Context: an optimization exercise on an open-source flow, tuned for small area. The choices shown serve that exercise and are no tape-out recipe. The RTL was checked by simulation tests, not by an equivalence proof against the original design. No activity file was given, so power comes from the tool's default toggle rates.

[flow/design.v]
module dht_decode (
    input  wire [7:0]  b0,       
    input  wire [7:0]  b1,       
    input  wire [7:0]  b2,       
    input  wire [7:0]  b3,       
    input  wire [7:0]  b4,       
    output wire [1:0]  res,
    output wire [15:0] temp,     
    output wire [15:0] hum       
);
    localparam [15:0] HUM_MAX  = 16'd1000;
    localparam [14:0] TPOS_MAX = 15'd800;    
    localparam [14:0] TNEG_MAX = 15'd400;    
    wire [9:0] sum    = {2'b00, b0} + {2'b00, b1} + {2'b00, b2} + {2'b00, b3};
    wire       ck_ok  = (sum[7:0] == b4);
    wire [14:0] t_mag = {b2[6:0], b3};
    wire        t_neg = b2[7];
    assign hum  = {b0, b1};
    assign temp = t_neg ? (16'd0 - {1'b0, t_mag}) : {1'b0, t_mag};
    wire hum_ok  = (hum <= HUM_MAX);
    wire temp_ok = t_neg ? (t_mag <= TNEG_MAX) : (t_mag <= TPOS_MAX);
    assign res = !ck_ok              ? 2'd2 :
                 !(hum_ok && temp_ok) ? 2'd3 :
                                        2'd0;
endmodule
module dht_reader #(
    parameter integer T_WARMUP    = 20000,
    parameter integer T_START_LOW = 1000,
    parameter integer T_START_HIGH = 30,
    parameter integer TIMEOUT     = 10000,
    parameter integer THRESH      = 40,
    parameter integer T_OK        = 20000,
    parameter integer T_FAIL      = 30000,
    parameter integer T_RECOVER   = 10000,
    parameter integer ERR_THRESH  = 5,
    parameter integer RST_THRESH  = 10
) (
    input  wire        clk,
    input  wire        rst,          
    input  wire        tick_us,      
    input  wire        pin_in,       
    output reg         pin_oe,       
    output reg         pin_out,
    output wire        pin_pue,      
    output reg  [15:0] rd_temp,
    output reg  [15:0] rd_hum,
    output reg         rd_valid,
    output reg         err_ind,
    output reg         ev_reading,
    output reg         ev_error,
    output reg  [3:0]  st,
    output reg  [7:0]  fail_cnt,
    output reg  [31:0] succ_cnt,
    output reg  [1:0]  last_res
);
    localparam [3:0] S_IDLE          = 4'd0;
    localparam [3:0] S_START_LOW     = 4'd1;
    localparam [3:0] S_START_HIGH    = 4'd2;
    localparam [3:0] S_ACK_WAIT_LOW  = 4'd3;
    localparam [3:0] S_ACK_WAIT_HIGH = 4'd4;
    localparam [3:0] S_ACK_WAIT_LOW2 = 4'd5;
    localparam [3:0] S_BIT_WAIT_HIGH = 4'd6;
    localparam [3:0] S_BIT_MEASURE   = 4'd7;
    localparam [3:0] S_SLEEP_OK      = 4'd8;
    localparam [3:0] S_SLEEP_FAIL    = 4'd9;
    localparam [3:0] S_RECOVER       = 4'd10;
    localparam [1:0] R_OK       = 2'd0;
    localparam [1:0] R_TIMEOUT  = 2'd1;
    localparam [21:0] L_WARMUP     = T_WARMUP - 1;
    localparam [21:0] L_START_LOW  = T_START_LOW - 1;
    localparam [21:0] L_START_HIGH = T_START_HIGH - 1;
    localparam [21:0] L_TIMEOUT    = TIMEOUT - 1;
    localparam [21:0] L_OK         = T_OK - 1;
    localparam [21:0] L_FAIL       = T_FAIL - 1;
    localparam [21:0] L_RECOVER    = T_RECOVER - 1;
    localparam [21:0] C_THRESH     = THRESH;
    localparam [7:0]  C_ERR        = ERR_THRESH;
    localparam [7:0]  C_RST        = RST_THRESH;
    assign pin_pue = 1'b1;
    reg [21:0] cnt;
    reg [5:0]  bitidx;
    reg [39:0] frame;        
    wire din = pin_in;
    wire       bit_val = (cnt >= C_THRESH);
    wire [5:0] bit_pos = 6'd39 - bitidx;
    reg [39:0] frame_n;
    always @(*) begin
        frame_n = frame;
        frame_n[bit_pos] = bit_val;
    end
    wire [1:0]  dec_res;
    wire [15:0] dec_temp;
    wire [15:0] dec_hum;
    dht_decode u_decode (
        .b0(frame_n[39:32]), .b1(frame_n[31:24]), .b2(frame_n[23:16]),
        .b3(frame_n[15:8]),  .b4(frame_n[7:0]),
        .res(dec_res), .temp(dec_temp), .hum(dec_hum)
    );
    wire cnt_to = (cnt == L_TIMEOUT);
    reg       do_begin;      
    reg       do_fail;       
    reg [1:0] fail_kind;
    reg       do_succ;       
    reg       do_store;      
    reg       do_next;       
    reg [3:0] next_st;
    always @(*) begin
        do_begin  = 1'b0;
        do_fail   = 1'b0;
        fail_kind = R_TIMEOUT;
        do_succ   = 1'b0;
        do_store  = 1'b0;
        do_next   = 1'b0;
        next_st   = st;
        case (st)
            S_IDLE:       do_begin = (cnt == L_WARMUP);
            S_SLEEP_OK:   do_begin = (cnt == L_OK);
            S_SLEEP_FAIL: do_begin = (cnt == L_FAIL);
            S_START_LOW: begin
                do_next = (cnt == L_START_LOW);
                next_st = S_START_HIGH;
            end
            S_START_HIGH: begin
                do_next = (cnt == L_START_HIGH);
                next_st = S_ACK_WAIT_LOW;
            end
            S_ACK_WAIT_LOW: begin
                do_next = (din == 1'b0);
                do_fail = (din != 1'b0) && cnt_to;
                next_st = S_ACK_WAIT_HIGH;
            end
            S_ACK_WAIT_HIGH: begin
                do_next = (din == 1'b1);
                do_fail = (din != 1'b1) && cnt_to;
                next_st = S_ACK_WAIT_LOW2;
            end
            S_ACK_WAIT_LOW2: begin
                do_next = (din == 1'b0);
                do_fail = (din != 1'b0) && cnt_to;
                next_st = S_BIT_WAIT_HIGH;
            end
            S_BIT_WAIT_HIGH: begin
                do_next = (din == 1'b1);
                do_fail = (din != 1'b1) && cnt_to;
                next_st = S_BIT_MEASURE;
            end
            S_BIT_MEASURE: begin
                if (din == 1'b0) begin
                    do_store = 1'b1;
                    if (bitidx == 6'd39) begin
                        do_succ   = (dec_res == R_OK);
                        do_fail   = (dec_res != R_OK);
                        fail_kind = dec_res;
                    end else begin
                        do_next = 1'b1;
                        next_st = S_BIT_WAIT_HIGH;
                    end
                end else begin
                    do_fail = cnt_to;
                end
            end
            S_RECOVER: begin
                do_next = (cnt == L_RECOVER);
                next_st = S_SLEEP_FAIL;
            end
            default: ;
        endcase
    end
    wire [7:0] fail_inc   = (fail_cnt == 8'hFF) ? fail_cnt : fail_cnt + 8'd1;
    wire       go_recover = (fail_inc >= C_RST) && (succ_cnt != 32'd0);
    wire bad_state = (st > S_RECOVER);
    always @(posedge clk) begin
        if (rst || bad_state) begin
            st         <= S_IDLE;
            cnt        <= 22'd0;
            bitidx     <= 6'd0;
            frame      <= 40'd0;
            pin_oe     <= 1'b0;
            pin_out    <= 1'b1;
            fail_cnt   <= 8'd0;
            succ_cnt   <= 32'd0;
            rd_temp    <= 16'd0;
            rd_hum     <= 16'd0;
            rd_valid   <= 1'b0;
            err_ind    <= 1'b0;
            last_res   <= R_OK;
            ev_reading <= 1'b0;
            ev_error   <= 1'b0;
        end else if (tick_us) begin
            ev_reading <= 1'b0;
            ev_error   <= 1'b0;
            if (do_begin) begin
                st      <= S_START_LOW;
                cnt     <= 22'd0;
                bitidx  <= 6'd0;
                frame   <= 40'd0;
                pin_oe  <= 1'b1;
                pin_out <= 1'b0;
            end else if (do_succ) begin
                frame      <= frame_n;
                fail_cnt   <= 8'd0;
                succ_cnt   <= (succ_cnt == 32'hFFFF_FFFF) ? succ_cnt : succ_cnt + 32'd1;
                rd_temp    <= dec_temp;
                rd_hum     <= dec_hum;
                rd_valid   <= 1'b1;
                err_ind    <= 1'b0;
                last_res   <= R_OK;
                ev_reading <= 1'b1;
                st         <= S_SLEEP_OK;
                cnt        <= 22'd0;
            end else if (do_fail) begin
                if (do_store)
                    frame <= frame_n;
                fail_cnt <= fail_inc;
                last_res <= fail_kind;
                if (fail_inc == C_ERR) begin
                    ev_error <= 1'b1;
                    err_ind  <= 1'b1;
                end
                cnt <= 22'd0;
                if (go_recover) begin
                    st      <= S_RECOVER;
                    pin_oe  <= 1'b1;
                    pin_out <= 1'b1;
                end else begin
                    st <= S_SLEEP_FAIL;
                end
            end else if (do_next) begin
                st  <= next_st;
                cnt <= 22'd0;
                case (st)
                    S_START_LOW:  pin_out <= 1'b1;
                    S_START_HIGH: pin_oe  <= 1'b0;
                    S_RECOVER: begin
                        pin_oe   <= 1'b0;
                        fail_cnt <= 8'd0;
                    end
                    S_BIT_MEASURE: begin
                        frame  <= frame_n;
                        bitidx <= bitidx + 6'd1;
                    end
                    default: ;
                endcase
            end else begin
                cnt <= cnt + 22'd1;
            end
        end
    end
endmodule
[flow/run.sh]
#!/bin/bash
# synth_recipe.tcl (not shown) runs the flow's synth.tcl, then flattens the netlist and writes it again
# the make line also repeats each setting of config.mk as NAME=value (left out here)
make -C /OpenROAD-flow-scripts/flow DESIGN_CONFIG=/design/flow/config.mk WORK_HOME=/design/flow/orfs CLKGATE_MAP_FILE= SYNTH_SCRIPT=/design/flow/synth_recipe.tcl finish
[flow/config.mk]
export PLATFORM = sky130hd
export DESIGN_NAME = dht_reader
export DESIGN_NICKNAME = dht_reader
export VERILOG_FILES = /design/flow/design.v
export SDC_FILE = /design/flow/constraint.sdc
export NUM_CORES = 4
export LEC_CHECK = 0
export CAP_MARGIN = 20
export CORE_MARGIN = 2
export CORE_UTILIZATION = 40
export SLEW_MARGIN = 20
[flow/constraint.sdc]
create_clock -name core_clock -period 10.0 [get_ports {clk}]
set_input_delay 2.0000 -clock core_clock [delete_from_list [all_inputs] [get_ports {clk}]]
set_output_delay 2.0000 -clock core_clock [all_outputs]
set_load 0.01 [all_outputs]
==> results.json <==
{
  "grt_pass1_wl_um": 45400,
  "antenna_cells": 0,
  "finalSetupViolCount": 0,
  "syn-instance-count": 1215,
  "seq_power_share": 0.485,
  "synthesis.nets": 1253,
  "p_leak_nw": 3.756,
  "std_cell_rows": 56,
  "power_density_nw_per_um2": 112.7,
  "vias_per_cell": 5.752,
  "clk_latency_ns": 0.44,
  "num_io_pins": 89,
  "cp_data_required_time_ns": 10.29,
  "critical_path_buf_inv_count": 4,
  "cp.arrival_ns": 7.76,
  "vias": 9146,
  "slew_violations": 0,
  "start_util": 0.4056,
  "die_w_um": 157.8,
  "cts_buffer_depth": 2,
  "slew_headroom": 0.2877,
  "grt_max_degree": 98,
  "synth_seq_area_share": 0.3215,
  "holdCritPathClass": "reg2reg",
  "cts_sinks": 152,
  "hold_violations": 0,
  "grt_overflow": 0,
  "async_reset_ff_frac": 0,
  "clock_power_share": 0.497,
  "finalCritPeriodShare": 0.7466,
  "crit_type": "reg2reg",
  "root_buffer": "clkbuf_16",
  "rsz0062_at_grt": "no",
  "ys.flop_type": "dfxtp_1",
  "nets": 1296,
  "track_usage": 0.2281,
  "tightest_slew_ns": 1.069,
  "hold_buffers": 0,
  "synth_edf_count": 0,
  "gp_congestion": 0.8921,
  "multi_input_area_um2": 5951,
  "crit_fanout": 15,
  "finalSetupTns_ns": 0,
  "regArea_um2": 3043,
  "critical_path.max_stage_delay_ns": 0.76,
  "cts_tree": "built",
  "cp_slowest_cell": "xnor2_2",
  "yosys_warnings": 1,
  "final_layout_size_suffix_gt1_frac": 0.06688,
  "cts_buffers": 17,
  "ir_drop_uv": 96.52,
  "wl_per_cell_um": 17.53,
  "total_switching_power_mw": 0.3122,
  "min_period_ns": 7.466,
  "dp_hpwl_um": 19790,
  "post_cts_buffers": 0,
  "fillerInstances": 2328,
  "core_um2": 23330,
  "fin_skew_ns": 0.01502,
  "cap_violations": 0,
  "ctsResizeCount": 0,
  "intPower_mw": 0.9388,
  "dr.pass1.iters": 6,
  "crit_family": "adder cells",
  "drt_wl_total_um": 27880,
  "layout_setup_ws_ns": 2.534,
  "drtIter0Drc": 770,
  "netSwitchingFraction": 0.2495,
  "start_kind": "flop",
  "clk_pin_slew_ns": 0.07,
  "area.growth.synth_to_final_pct": 17.29,
  "status": "no timing/DRC/antenna violations",
  "syn_avg_cell_area_um2": 7.789,
  "synth_cell_type_count": 88,
  "grt_pass1_vias": 8403,
  "dieArea_um2": 24910,
  "cpMostUsedCell": "inv_1",
  "port_buffers": 87,
  "cts_max_level": 4,
  "crit_chain": "inv_1 -> ha_1 -> xnor2_2 -> nand4_1 -> nor2_1 -> mux2_2 -> inv_1 -> fa_1 -> fa_1 -> inv_1 -> ha_1 -> inv_1 -> fa_1 -> nor2b_1 -> o21a_1 -> nor2_1 -> xnor2_1 -> xnor2_1 -> o2111ai_1 -> nor4_1 -> nor4bb_1 -> o21ai_1 -> o21ai_0 -> nor2_1",
  "synth_area_um2": 9464,
  "die_h_um": 157.8,
  "cp-end-kind": "flop",
  "synth-seq-cells": 152,
  "drc": 0,
  "antenna_left": 0,
  "fmax_mhz": 133.9,
  "place_ws_ns": 2.622,
  "antenna_found_initial": 0,
  "combPwrFrac": 0.017
}
[state kept, by name, indices dropped and copies added, names as in the netlist, 2 cells and up]
| register | count |
|---|---|
| bitidx | 6 |
| cnt | 22 |
| fail_cnt | 8 |
| frame | 40 |
| last_res | 2 |
| rd_hum | 16 |
| rd_temp | 16 |
| st | 4 |
| succ_cnt | 32 |
[per-layer routing]
metal,vias to the layer above,GRT usage,share of wire
met5,-,0,0
met4,0,0.08182,0.021
met3,44,0.04982,0.070
met2,340,0.3427,0.44
met1,4288,0.3205,0.47
li1,4474,-,-
[power groups by stage]
stage | Combinational (mW) | Clock, mW | Sequential (mW)
floorplan | 0.0147 | 0 | 0.621
global placement | 0.0220 | 0 | 0.621
detailed placement | 0.0220 | 0 | 0.621
CTS | 0.0220 | 0.635 | 0.607
global route | 0.0243 | 0.664 | 0.607
finish | 0.0219 | 0.622 | 0.607
[layout by cell type (no fill, tap or decap), types with 12 or more instances in the layout]
cell               n
clkdlybuf4s50_1   87
nor4_1            18
a21oi_1          102
xor2_1            16
fa_1              14
nor2_1           103
xnor2_1           46
nand4_1           36
o211ai_1          12
nand2_1          160
dfxtp_1          152
and3_1            28
o21ai_0           51
or3_1             15
buf_4             16
nor3_1            35
ha_1              20
inv_1             39
a22o_1            12
nand3_1           78
a211oi_1          13
clkbuf_16         17
[stage by stage]
step / utilization / power, mW / cell area [µm²] / hold slack, ns / std cells
3_3_place_gp: 0.4516 / 0.6430 / 10540 / 0.4359 / 1558
2_1_floorplan: - / 0.6354 / 9464 / 0.4281 / 1215
6_report: 0.4758 / 1.251 / 11100 / 0.4525 / 1590
5_1_grt: 0.4758 / 1.295 / 11100 / 0.4720 / 1590
3_5_place_dp: 0.4516 / 0.6430 / 10540 / 0.4400 / 1558
4_1_cts: 0.4758 / 1.264 / 11100 / 0.4490 / 1590
[worst min-delay path, cell delays in order, from the launching register on]
cell and delay, ns:
dfxtp_1 0.31, nand2_1 0.05, a21oi_1 0.05
[area by class of cell]
| cell class | count | area share |
|---|---|---|
| Clock buffer | 17 | 0.03832 |
| Timing Repair Buffer | 103 | 0.08927 |
| Tap cell | 319 | 0.03596 |
| Clock inverter | 15 | 0.01240 |
| Multi-Input combinational cell | 943 | 0.5361 |
| Sequential cell | 152 | 0.2741 |
| Inverter | 41 | 0.01386 |
[cell usage after synthesis, drive strengths merged, types with 4 or more instances]
cell type | n | area share
nor4b | 6 | 0.0056
and2 | 6 | 0.0040
xnor2 | 49 | 0.049
a21o | 4 | 0.0032
or4 | 10 | 0.0083
o21a | 5 | 0.0040
or3 | 15 | 0.0099
a2111oi | 5 | 0.0066
dfxtp | 152 | 0.32
mux2i | 7 | 0.0074
mux2 | 5 | 0.0059
o21ai | 55 | 0.029
a311oi | 5 | 0.0046
nor2b | 5 | 0.0033
a21boi | 4 | 0.0032
and3 | 28 | 0.019
nand2b | 8 | 0.0053
nor4 | 23 | 0.020
fa | 14 | 0.030
o211ai | 12 | 0.0095
nand2 | 160 | 0.063
nor2 | 104 | 0.041
a22oi | 13 | 0.011
a21oi | 104 | 0.055
ha | 20 | 0.026
nand3 | 78 | 0.041
buf | 15 | 0.0095
o2111ai | 9 | 0.0083
nand4 | 37 | 0.025
nand3b | 5 | 0.0040
o41ai | 4 | 0.0045
xor2 | 18 | 0.019
a22o | 12 | 0.011
a211oi | 15 | 0.014
nand4b | 4 | 0.0037
a31oi | 11 | 0.0073
clkbuf | 64 | 0.025
nor3b | 5 | 0.0040
o31ai | 7 | 0.0056
inv | 41 | 0.016
nor3 | 35 | 0.019
[cell families (layout without fill, tap and decap cells)]
group,Yosys count,after routing,share of synthesized area
and+or+nand+nor,544,544,0.2912
DFF,152,152,0.3215
buffers and inverters,120,176,0.05116
other,1,1,0.0003962
adders and majority gates,34,34,0.05606
AOI/OAI and AO/OA,284,284,0.1955
muxes,12,12,0.01335
xor gates and xnor gates,68,68,0.07073
[path summary, 6_finish.rpt]
kind               startpoint          end  slack [ns]  depth (start not counted)
hold / removal    rd_temp[15]  rd_temp[15]        0.45                          2
setup / recovery    bitidx[3]  fail_cnt[5]        2.53                         24
hold reg to reg   rd_temp[15]  rd_temp[15]        0.45                          2
setup reg to reg    bitidx[3]  fail_cnt[5]        2.53                         24

==> separate check: timing with driven ports <==
The flow's constraints put no driver on any port. The routed layout listed below was extracted and timed again, unchanged, in two steps. Step 1 sets driving cells, clkbuf_16 on the clock port and buf_2 on the other inputs (assumed; they add their load-dependent delay and slew). Step 2 moves the port delays by t, midway between the first and last clock arrival at a register: inputs arrive t later, outputs are due t later. That takes back most of the time a late clock gives input paths. Three values: no drivers, after step 1, after step 2; two values: the first two.
t (ns): 0.478
setup slack, ns: 2.534 / 2.534 / 2.534
worst setup path after step 2: register to register
After both steps this run still meets setup and hold. For this run, drivers alone change the setup slack by 0.000 ns; drivers and shift together by 0.000 ns.
